From an optimization exercise on the open Yosys and OpenROAD flow, aimed at a short achievable clock period and few clock cycles; shortcuts taken in it are not production practice.
Only simulation tests tie the RTL to the original design; equivalence was not proved.
No activity file was given, so power comes from the tool's default toggle rates.

==> v5 <==
Design solar16_core, start of the top module:
module solar16_core (
    input  wire        clk,
    input  wire        rst,           
    input  wire [16:0] prog_len,      
    output wire        imem_req,
    output wire [15:0] imem_addr,
    input  wire        imem_ack,
    input  wire [31:0] imem_rdata,
    output wire        dmem_req,
    output wire        dmem_we,
    output wire [15:0] dmem_addr,
    output wire [7:0]  dmem_wdata,
    input  wire        dmem_ack,
    input  wire [7:0]  dmem_rdata,
    output wire        in_req,
    input  wire        in_ack,
    input  wire        in_eof,
    input  wire [20:0] in_char,
    output reg         out_valid,
    output reg  [7:0]  out_data,
    output wire [1:0]  run_state,     
    output reg  [2:0]  fault_cause,
    output reg  [16:0] fault_pc,
    output reg  [7:0]  fault_opcode,
    output reg  [7:0]  fault_operand,
    output wire [16:0] pc_out,
    output wire        z_out,
    input  wire [3:0]  dbg_sel,
    output wire [15:0] dbg_reg
);
==> flow/config.mk <==
export PLATFORM = sky130hd
export DESIGN_NAME = solar16_core
export DESIGN_NICKNAME = solar16_core
export VERILOG_FILES = /design/flow/design.v
export SDC_FILE = /design/flow/constraint.sdc
export NUM_CORES = 4
export LEC_CHECK = 0
export CAP_MARGIN = 20
export CORE_MARGIN = 2
export CORE_UTILIZATION = 45
export PLACE_DENSITY = 0.65
export SETUP_SLACK_MARGIN = 4.9
export SLEW_MARGIN = 20
==> flow/constraint.sdc <==
create_clock -name core_clock -period 10.0 [get_ports {clk}]
set_input_delay 2.0000 -clock core_clock [delete_from_list [all_inputs] [get_ports {clk}]]
set_output_delay 2.0000 -clock core_clock [all_outputs]
set_load 0.01 [all_outputs]
run.sh (not shown) runs the stock make flow with config.mk's settings and CLKGATE_MAP_FILE= SYNTH_SCRIPT=/design/flow/synth_recipe.tcl, a recipe that flattens the netlist after the stock synthesis.
==> v9 (differences from v5) <==
--- a/flow/design.v
+++ b/flow/design.v
@@ -145,12 +145,10 @@
     reg [16:0] pc;                
     reg [16:0] pc4r;              
     reg        pcb4r, pcb8r;      
     reg        zf;
     reg [15:0] regs [0:15];
-    reg [15:0] dregs [0:15];
-    reg [1:0]  st_d;
     reg [16:0] fpc;               
     reg        fbad;              
     reg        f_pend;            
     reg        f_kill;            
     reg [31:0] fb0, fb1;          
@@ -232,11 +230,10 @@
                        ({16{id[D_SHL]}} & shl) |
                        ({16{id[D_SHR]}} & shr) |
                        ({16{id[D_MOV]}} & opb);
     wire [15:0] ts, tc;
     solar16_mul_tree u_mul (.a(opa), .b(opb), .s(ts), .c(tc));
-    integer i;
     reg        bhit, bhbad;
     reg [15:0] bt;
     integer k;
     always @(*) begin
         bhit  = 1'b0;
@@ -283,25 +280,21 @@
     assign dmem_req   = d_issue;
     assign dmem_we    = cv ? cur_we : nv ? nxt_we : id[D_ST];
     assign dmem_addr  = cv ? cur_a1 : nv ? nxt_a  : ir_imm;
     assign dmem_wdata = cv ? cur_hi : nv ? nxt_lo : opa[7:0];
     assign in_req     = e_in;
-    assign run_state = st_d;
+    assign run_state = st;
     assign pc_out    = pc;
     assign z_out     = zf;
-    assign dbg_reg   = dregs[dbg_sel];
-    always @(posedge clk) begin
-        for (i = 0; i < 16; i = i + 1)
-            dregs[i] <= regs[i];
-        st_d <= rst ? ST_RUN : st;
-    end
+    assign dbg_reg   = regs[dbg_sel];
     always @(posedge clk) begin
         plt4 <= (prog_len < 17'd4);
         limw <= prog_len[16:2] - 15'd1;
         plt8 <= (prog_len < 17'd8);
         limw1 <= prog_len[16:2] - 15'd2;
     end
+    integer i;
     always @(posedge clk) begin
         out_valid <= 1'b0;
         if (rst) begin
             st            <= ST_RUN;
             pc            <= 17'd0;
- CORE_UTILIZATION: 45 -> 40
- PLACE_DENSITY: 0.65 -> 0.6
==> v7 (differences from v5) <==
--- a/flow/design.v
+++ b/flow/design.v
@@ -71,12 +71,10 @@
                D_ILL   = 30,   
                D_ZW    = 31,   
                DW      = 32;
     reg        plt4;              
     reg [14:0] limw;              
-    reg        plt8;              
-    reg [14:0] limw1;             
     function [DW-1:0] predecode(input [31:0] w, input lt4, input [14:0] lim);
         reg [7:0] o, b1, b2;
         reg [15:0] im;
         reg legal, u1, u2, bad1, bad2, mis;
         begin
@@ -141,16 +139,12 @@
             predecode[D_TBAD4] = mis || ({1'b0, im[15:2]} >= lim);
         end
     endfunction
     reg [1:0]  st;
     reg [16:0] pc;                
-    reg [16:0] pc4r;              
-    reg        pcb4r, pcb8r;      
     reg        zf;
     reg [15:0] regs [0:15];
-    reg [15:0] dregs [0:15];
-    reg [1:0]  st_d;
     reg [16:0] fpc;               
     reg        fbad;              
     reg        f_pend;            
     reg        f_kill;            
     reg [31:0] fb0, fb1;          
@@ -164,11 +158,10 @@
     reg [1:0]  bptr;
     reg        ir_v;
     reg [31:0] ir;
     reg [DW-1:0] id;
     reg [15:0] opa, opb;          
-    reg        ra_z, ra_nz, ti_z, ti_nz;
     reg        mp;
     reg [3:0]  mp_rd;
     reg [15:0] ms, mc;            
     reg        cv, cur_we;
     reg [15:0] cur_a1;
@@ -206,21 +199,19 @@
     wire e_wr    = e_ok && id[D_WR];
     wire e_mul   = e_ok && id[D_MUL];
     wire e_mem   = e_ok && (id[D_LD] || id[D_ST]);
     wire e_in    = e_ok && id[D_LDIN];
     wire is_br   = id[D_JMP] || id[D_JZ] || id[D_JNZ];
-    wire tk      = zf ? ti_z : ti_nz;
+    wire tk      = id[D_JMP] || (id[D_JZ] && zf) || (id[D_JNZ] && !zf);
     wire br_tk   = e_go && tk;                         
-    wire redir   = ir_v && (st == ST_RUN) && !(mp && (id[D_JZ] || id[D_JNZ])) &&
-                   (zf ? ra_z : ra_nz);                
-    wire [16:0] pc4  = pc4r;
-    wire [16:0] pc8  = pc4r + 17'd4;
-    wire        pcb4 = pcb4r;
-    wire        pcb8 = pcb8r;
+    wire redir   = e_go && is_br && (tk != ir_pt);     
+    wire [16:0] pc4  = pc + 17'd4;
+    wire [16:0] pc8  = pc + 17'd8;
+    wire        pcb4 = plt4 || (pc[16:2] >= {1'b0, limw});         
+    wire        pcb8 = plt4 || (pc[16:2] + 15'd1 >= {1'b0, limw});  
     wire [16:0] rtgt = tk ? {1'b0, ir_imm} : pc4;
     wire        rbad = tk ? id[D_TBAD] : pcb4;
-    wire [16:0] npc  = br_tk ? {1'b0, ir_imm} : pc4;
     wire [15:0] sum  = opa + opb;
     wire [15:0] dif  = opa - opb;
     wire [15:0] shl  = opa << opb[3:0];
     wire [15:0] shr  = opa >> opb[3:0];
     wire [15:0] res  = ({16{id[D_ADD]}} & sum) |
@@ -232,11 +223,10 @@
                        ({16{id[D_SHL]}} & shl) |
                        ({16{id[D_SHR]}} & shr) |
                        ({16{id[D_MOV]}} & opb);
     wire [15:0] ts, tc;
     solar16_mul_tree u_mul (.a(opa), .b(opb), .s(ts), .c(tc));
-    integer i;
     reg        bhit, bhbad;
     reg [15:0] bt;
     integer k;
     always @(*) begin
         bhit  = 1'b0;
@@ -283,37 +273,24 @@
     assign dmem_req   = d_issue;
     assign dmem_we    = cv ? cur_we : nv ? nxt_we : id[D_ST];
     assign dmem_addr  = cv ? cur_a1 : nv ? nxt_a  : ir_imm;
     assign dmem_wdata = cv ? cur_hi : nv ? nxt_lo : opa[7:0];
     assign in_req     = e_in;
-    assign run_state = st_d;
+    assign run_state = st;
     assign pc_out    = pc;
     assign z_out     = zf;
-    assign dbg_reg   = dregs[dbg_sel];
-    always @(posedge clk) begin
-        for (i = 0; i < 16; i = i + 1)
-            dregs[i] <= regs[i];
-        st_d <= rst ? ST_RUN : st;
-    end
+    assign dbg_reg   = regs[dbg_sel];
     always @(posedge clk) begin
         plt4 <= (prog_len < 17'd4);
         limw <= prog_len[16:2] - 15'd1;
-        plt8 <= (prog_len < 17'd8);
-        limw1 <= prog_len[16:2] - 15'd2;
     end
+    integer i;
     always @(posedge clk) begin
         out_valid <= 1'b0;
         if (rst) begin
             st            <= ST_RUN;
             pc            <= 17'd0;
-            pc4r          <= 17'd4;
-            pcb4r         <= (prog_len < 17'd8);
-            pcb8r         <= (prog_len < 17'd12);
-            ra_z          <= 1'b0;
-            ra_nz         <= 1'b0;
-            ti_z          <= 1'b0;
-            ti_nz         <= 1'b0;
             zf            <= 1'b0;
             fault_cause   <= 3'd0;
             fault_pc      <= 17'd0;
             fault_opcode  <= 8'd0;
             fault_operand <= 8'd0;
@@ -381,24 +358,18 @@
                     fpc  <= rtgt;
                     fbad <= rbad;
                 end
             end
             if (redir) begin
-                fq    <= 2'd0;
-                ir_v  <= 1'b0;
-                ra_z  <= 1'b0;
-                ra_nz <= 1'b0;
+                fq   <= 2'd0;
+                ir_v <= 1'b0;
             end else begin
                 if (adv) begin
                     ir_v  <= (fq != 2'd0) || new_in;
                     ir    <= nxw;
                     id    <= nid;
                     ir_pt <= npt;
-                    ra_z  <= nid[D_JMP] ? !npt : nid[D_JZ] ? !npt : nid[D_JNZ] ? npt : 1'b0;
-                    ra_nz <= nid[D_JMP] ? !npt : nid[D_JZ] ? npt : nid[D_JNZ] ? !npt : 1'b0;
-                    ti_z  <= nid[D_JMP] || nid[D_JZ];
-                    ti_nz <= nid[D_JMP] || nid[D_JNZ];
                     if (fq == 2'd2) begin
                         fb0    <= fb1;
                         fb0_pt <= fb1_pt;
                         if (new_in) begin fb1 <= imem_rdata; fb1_pt <= f_pt; end
                         fq <= new_in ? 2'd2 : 2'd1;
@@ -422,14 +393,11 @@
                     fault_opcode  <= ir[7:0];
                     fault_operand <= id[D_ILL] ? 8'd0 : (id[D_FOPND] ? ir_op2 : ir_op1);
                 end else if (id[D_HALT]) begin
                     st <= ST_HALT;
                 end else begin
-                    pc    <= npc;
-                    pc4r  <= npc + 17'd4;
-                    pcb4r <= plt4 || (npc[16:2] >= {1'b0, limw});
-                    pcb8r <= plt8 || (npc[16:2] >= {1'b0, limw1});
+                    pc <= br_tk ? {1'b0, ir_imm} : pc4;
                     if (id[D_OUT]) begin
                         out_valid <= 1'b1;
                         out_data  <= opa[7:0];
                     end
                 end
- ABC_CLOCK_PERIOD_IN_PS: not set -> 4500
- CORE_UTILIZATION: 45 -> 40
- PLACE_DENSITY: 0.65 -> 0.6
- SETUP_SLACK_MARGIN: 4.9 -> 4.8
==> v23 (differences from v5) <==
--- a/flow/design.v
+++ b/flow/design.v
@@ -68,11 +68,12 @@
                D_TBAD  = 27,   
                D_TBAD4 = 28,   
                D_FOPND = 29,   
                D_ILL   = 30,   
                D_ZW    = 31,   
-               DW      = 32;
+               D_BYP   = 32,   
+               DW      = 33;
     reg        plt4;              
     reg [14:0] limw;              
     reg        plt8;              
     reg [14:0] limw1;             
     function [DW-1:0] predecode(input [31:0] w, input lt4, input [14:0] lim);
@@ -135,10 +136,13 @@
                                  (o == OP_AND) || (o == OP_OR) || (o == OP_XOR) ||
                                  (o == OP_NOT) || (o == OP_SHL) || (o == OP_SHR) ||
                                  (o == OP_CLR) || (o == OP_CMP) || (o == OP_CLZ);
             predecode[D_BIMM]  = (o == OP_ADD) || (o == OP_SUB) || (o == OP_MUL) ||
                                  (o == OP_SHL) || (o == OP_SHR);
+            predecode[D_BYP]   = (o == OP_AND) || (o == OP_OR) || (o == OP_XOR) ||
+                                 (o == OP_NOT) || (o == OP_SHL) || (o == OP_SHR) ||
+                                 (o == OP_MOV) || (o == OP_CMP);
             predecode[D_TBAD]  = mis || ({1'b0, im[15:2]} > lim);
             predecode[D_TBAD4] = mis || ({1'b0, im[15:2]} >= lim);
         end
     endfunction
     reg [1:0]  st;
@@ -177,31 +181,36 @@
     reg [15:0] nxt_a;
     reg [7:0]  nxt_lo, nxt_hi;
     reg        d_pend;            
     reg        d_ld0, d_ld1;      
     reg [7:0]  ls_lo;             
-    reg        lp;
-    reg        lp_in;
-    reg [3:0]  lp_rd;
+    reg        li;
+    reg [3:0]  li_rd;
+    reg        lm0, lm1;
+    reg [3:0]  lm_rd0, lm_rd1;
     wire [7:0]  ir_op1 = ir[15:8];
     wire [7:0]  ir_op2 = ir[23:16];
     wire [15:0] ir_imm = ir[31:16];
     wire [3:0]  ir_rd  = ir[11:8];
     wire [3:0]  ir_rs  = ir[19:16];
     wire [15:0] in_value = (in_eof || in_char == 21'd10) ? 16'd0 : in_char[15:0];
-    wire        l_wr  = lp && (lp_in ? in_ack : (d_pend && d_ld1 && dmem_ack));
-    wire [15:0] l_val = lp_in ? in_value : {dmem_rdata, ls_lo};
+    wire        li_wr = li && in_ack;
+    wire        lm_wr = d_pend && d_ld1 && dmem_ack;    
+    wire [15:0] lm_val = {dmem_rdata, ls_lo};
     wire [15:0] mprod = ms + mc;
     wire e_act   = ir_v && (st == ST_RUN);
-    wire quiet   = !lp && !cv && !nv;
-    wire dep     = (lp && ((id[D_U1] && ir_rd == lp_rd) || (id[D_U2] && ir_rs == lp_rd))) ||
-                   (mp && ((id[D_U1] && ir_rd == mp_rd) || (id[D_U2] && ir_rs == mp_rd) ||
-                           id[D_JZ] || id[D_JNZ]));
+    wire quiet   = !li && !lm0 && !cv && !nv;
+    wire byp_a   = mp && id[D_U1] && ir_rd == mp_rd;
+    wire byp_b   = mp && id[D_U2] && ir_rs == mp_rd;
+    wire dep     = (li  && ((id[D_U1] && ir_rd == li_rd)  || (id[D_U2] && ir_rs == li_rd))) ||
+                   (lm0 && ((id[D_U1] && ir_rd == lm_rd0) || (id[D_U2] && ir_rs == lm_rd0))) ||
+                   (lm1 && ((id[D_U1] && ir_rd == lm_rd1) || (id[D_U2] && ir_rs == lm_rd1))) ||
+                   (mp && (((byp_a || byp_b) && !id[D_BYP]) || id[D_JZ] || id[D_JNZ]));
     wire stall   = (id[D_FAULT] || id[D_HALT]) ? !quiet :
                    (dep ||
-                    (id[D_LD]   && (lp || nv)) ||
-                    (id[D_LDIN] && lp) ||
+                    (id[D_LD]   && (lm1 || nv)) ||
+                    (id[D_LDIN] && li) ||
                     (id[D_ST]   && nv));
     wire e_go    = e_act && !stall;
     wire e_ok    = e_go && !id[D_FAULT];           
     wire e_wr    = e_ok && id[D_WR];
     wire e_mul   = e_ok && id[D_MUL];
@@ -219,21 +228,23 @@
     wire [16:0] rtgt = tk ? {1'b0, ir_imm} : pc4;
     wire        rbad = tk ? id[D_TBAD] : pcb4;
     wire [16:0] npc  = br_tk ? {1'b0, ir_imm} : pc4;
     wire [15:0] sum  = opa + opb;
     wire [15:0] dif  = opa - opb;
-    wire [15:0] shl  = opa << opb[3:0];
-    wire [15:0] shr  = opa >> opb[3:0];
+    wire [15:0] la   = byp_a ? mprod : opa;
+    wire [15:0] lb   = byp_b ? mprod : opb;
+    wire [15:0] shl  = la << opb[3:0];
+    wire [15:0] shr  = la >> opb[3:0];
     wire [15:0] res  = ({16{id[D_ADD]}} & sum) |
                        ({16{id[D_SUB]}} & dif) |
-                       ({16{id[D_AND]}} & (opa & opb)) |
-                       ({16{id[D_OR]}}  & (opa | opb)) |
-                       ({16{id[D_XOR]}} & (opa ^ opb)) |
-                       ({16{id[D_NOT]}} & ~opa) |
+                       ({16{id[D_AND]}} & (la & lb)) |
+                       ({16{id[D_OR]}}  & (la | lb)) |
+                       ({16{id[D_XOR]}} & (la ^ lb)) |
+                       ({16{id[D_NOT]}} & ~la) |
                        ({16{id[D_SHL]}} & shl) |
                        ({16{id[D_SHR]}} & shr) |
-                       ({16{id[D_MOV]}} & opb);
+                       ({16{id[D_MOV]}} & lb);
     wire [15:0] ts, tc;
     solar16_mul_tree u_mul (.a(opa), .b(opb), .s(ts), .c(tc));
     integer i;
     reg        bhit, bhbad;
     reg [15:0] bt;
@@ -272,11 +283,12 @@
     wire        nbimm = adv ? nid[D_BIMM] : id[D_BIMM];
     function [15:0] rdreg(input [3:0] i);
         begin
             if (e_wr && ir_rd == i)      rdreg = res;
             else if (mp && mp_rd == i)   rdreg = mprod;
-            else if (l_wr && lp_rd == i) rdreg = l_val;
+            else if (lm_wr && lm_rd0 == i) rdreg = lm_val;
+            else if (li_wr && li_rd == i)  rdreg = in_value;
             else                         rdreg = regs[i];
         end
     endfunction
     wire d_try = cv || nv || e_mem;
     wire d_issue = d_try && (!d_pend || dmem_ack);
@@ -358,13 +370,16 @@
             nxt_hi <= 8'd0;
             d_pend <= 1'b0;
             d_ld0  <= 1'b0;
             d_ld1  <= 1'b0;
             ls_lo  <= 8'd0;
-            lp     <= 1'b0;
-            lp_in  <= 1'b0;
-            lp_rd  <= 4'd0;
+            li     <= 1'b0;
+            li_rd  <= 4'd0;
+            lm0    <= 1'b0;
+            lm1    <= 1'b0;
+            lm_rd0 <= 4'd0;
+            lm_rd1 <= 4'd0;
         end else begin
             if (f_issue) begin
                 f_pend <= 1'b1;
                 f_kill <= 1'b0;
                 f_pt   <= !redir && bhit;
@@ -437,18 +452,19 @@
                 st          <= ST_FAULT;
                 fault_cause <= (fpc[1:0] != 2'b00) ? F_MISALIGN : F_OUTOFPROG;
                 fault_pc    <= fpc;
             end
             if (e_ok && id[D_ZW])
-                zf <= id[D_CLR] || (id[D_CMP] && opa == opb) ||
+                zf <= id[D_CLR] || (id[D_CMP] && la == lb) ||
                       (id[D_ZRES] && res == 16'd0);
             else if (mp)
                 zf <= (mprod == 16'd0);
             for (i = 0; i < 16; i = i + 1)
                 if (e_wr && ir_rd == i)      regs[i] <= res;
                 else if (mp && mp_rd == i)   regs[i] <= mprod;
-                else if (l_wr && lp_rd == i) regs[i] <= l_val;
+                else if (lm_wr && lm_rd0 == i) regs[i] <= lm_val;
+                else if (li_wr && li_rd == i)  regs[i] <= in_value;
             mp <= e_mul;
             if (e_mul) begin
                 mp_rd <= ir_rd;
                 ms    <= ts;
                 mc    <= tc;
@@ -497,16 +513,29 @@
                 nxt_lo <= opa[7:0];
                 nxt_hi <= opa[15:8];
             end
             if (d_pend && dmem_ack && d_ld0)
                 ls_lo <= dmem_rdata;
-            if ((e_ok && id[D_LD]) || e_in) begin
-                lp    <= 1'b1;
-                lp_in <= id[D_LDIN];
-                lp_rd <= ir_rd;
-            end else if (l_wr) begin
-                lp <= 1'b0;
+            if (e_in) begin
+                li    <= 1'b1;
+                li_rd <= ir_rd;
+            end else if (li_wr) begin
+                li <= 1'b0;
+            end
+            if (lm_wr) begin
+                lm0    <= lm1 || (e_ok && id[D_LD]);
+                lm_rd0 <= lm1 ? lm_rd1 : ir_rd;
+                lm1    <= lm1 && e_ok && id[D_LD];
+                lm_rd1 <= ir_rd;
+            end else if (e_ok && id[D_LD]) begin
+                if (lm0) begin
+                    lm1    <= 1'b1;
+                    lm_rd1 <= ir_rd;
+                end else begin
+                    lm0    <= 1'b1;
+                    lm_rd0 <= ir_rd;
+                end
             end
         end
     end
 endmodule
 module solar16_mul_tree (input wire [15:0] a, input wire [15:0] b, output wire [15:0] s, output wire [15:0] c);
==> summary.md <==
### Worst hold path
* **worst min-delay path startpoint** cur_a1[12]

### Synth
* **Synth Area in Adders** 4.99%
* **sequential area share after synthesis** 30.9%
* **number of warnings issued by yosys** 2
* **Cell Area, Synth** 0.0544 mm²

### Power and ir drop
* **net switching fraction of the power** 45.5%
* **proportion of power drawn by flip-flops and latches** 26.9%

### Layout
* **Seq/total area** 25.9%
* **Final Cell Area** 0.0651 mm²

### Die
* **std cell rows** 135

### Route
* **DR WL met3** 35.4 mm

### STA
* **share of the clock period used by the worst path after layout** 55.8%

### Status
* **result of the run** no timing/DRC/antenna violations

### Placed design
* **instance count after placement with tap cells included** 8,695

The numbers above come from v7.

==> summary.md <==
### Placed design
* **instance count after placement with tap cells included** 9,543

### Layout
* **Final Cell Area** 0.0754 mm²
* **Seq/total area** 30.5%

### Die
* **std cell rows** 138

### Synth
* **Synth Area in Adders** 4.52%
* **sequential area share after synthesis** 35.5%
* **number of warnings issued by yosys** 3

### STA
* **share of the clock period used by the worst path after layout** 54.3%

### Route
* **DR WL met3** 44.4 mm

### Status
* **result of the run** no timing/DRC/antenna violations

The numbers above come from v23.

==> summary.md <==
### Synth
* **number of warnings issued by yosys** 3

### Route
* **DR WL met3** 43.0 mm

### Power and ir drop
* **net switching fraction of the power** 40.5%

### Die
* **std cell rows** 135

### STA
* **share of the clock period used by the worst path after layout** 55.8%

### Layout
* **Final Cell Area** 0.0720 mm²

### Status
* **result of the run** no timing/DRC/antenna violations

The numbers above come from v5.

==> summary.md <==
### Die
* **std cell rows** 137

### Synth
* **sequential area share after synthesis** 31.3%
* **Cell Area, Synth** 0.0560 mm²
* **number of warnings issued by yosys** 2

### Layout
* **Final Cell Area** 0.0658 mm²
* **Seq/total area** 26.7%

### Power and ir drop
* **proportion of power drawn by flip-flops and latches** 26.1%

### Status
* **result of the run** no timing/DRC/antenna violations

### Placed design
* **instance count after placement with tap cells included** 8,918

### STA
* **share of the clock period used by the worst path after layout** 56.2%

### Route
* **DR WL met3** 38.3 mm

The numbers above come from v9.

Testbench counts of v5, summed over its fixed seeds: cycles 31,859.
Testbench counts of v9, summed over its fixed seeds: cycles 31,819.
Testbench counts of v7, summed over its fixed seeds: cycles 31,819.
Testbench counts of v23, summed over its fixed seeds: cycles 31,538.

==> afterwards: timing with drivers on the ports <==
How much do the figures lean on ideal ports? The routed layouts below were timed once more, with nothing changed but the port constraints. Step 1 assumes that a clkbuf_16 drives the clock port and a buf_2 every other input. Step 2, shift: input delay + t, output delay - t, t = (earliest + latest rising clock arrival at the registers) / 2. This alone moves slack from input paths to output paths. Slacks: ideal ports / drivers / drivers and shift; pairs: ideal ports / drivers.
run	shift t [ns]	setup slack, ns	clock arrival spread, ns	worst register clock-pin slew, ns	worst data-port slew with drivers (ns)
v5	0.867	4.423 / 4.372 / 4.058	0.052 / 0.052	0.08 / 0.08	0.12
v9	0.826	4.382 / 4.328 / 4.056	0.064 / 0.064	0.07 / 0.07	0.10
v7	0.847	4.416 / 4.363 / 3.846	0.070 / 0.070	0.07 / 0.07	0.10
v23	0.843	4.574 / 4.507 / 4.138	0.093 / 0.093	0.07 / 0.07	0.15
After both steps every run listed still meets setup and hold. The setup slack of v7, which loses most, moves by -0.053 ns with the drivers and by -0.570 ns with both steps.
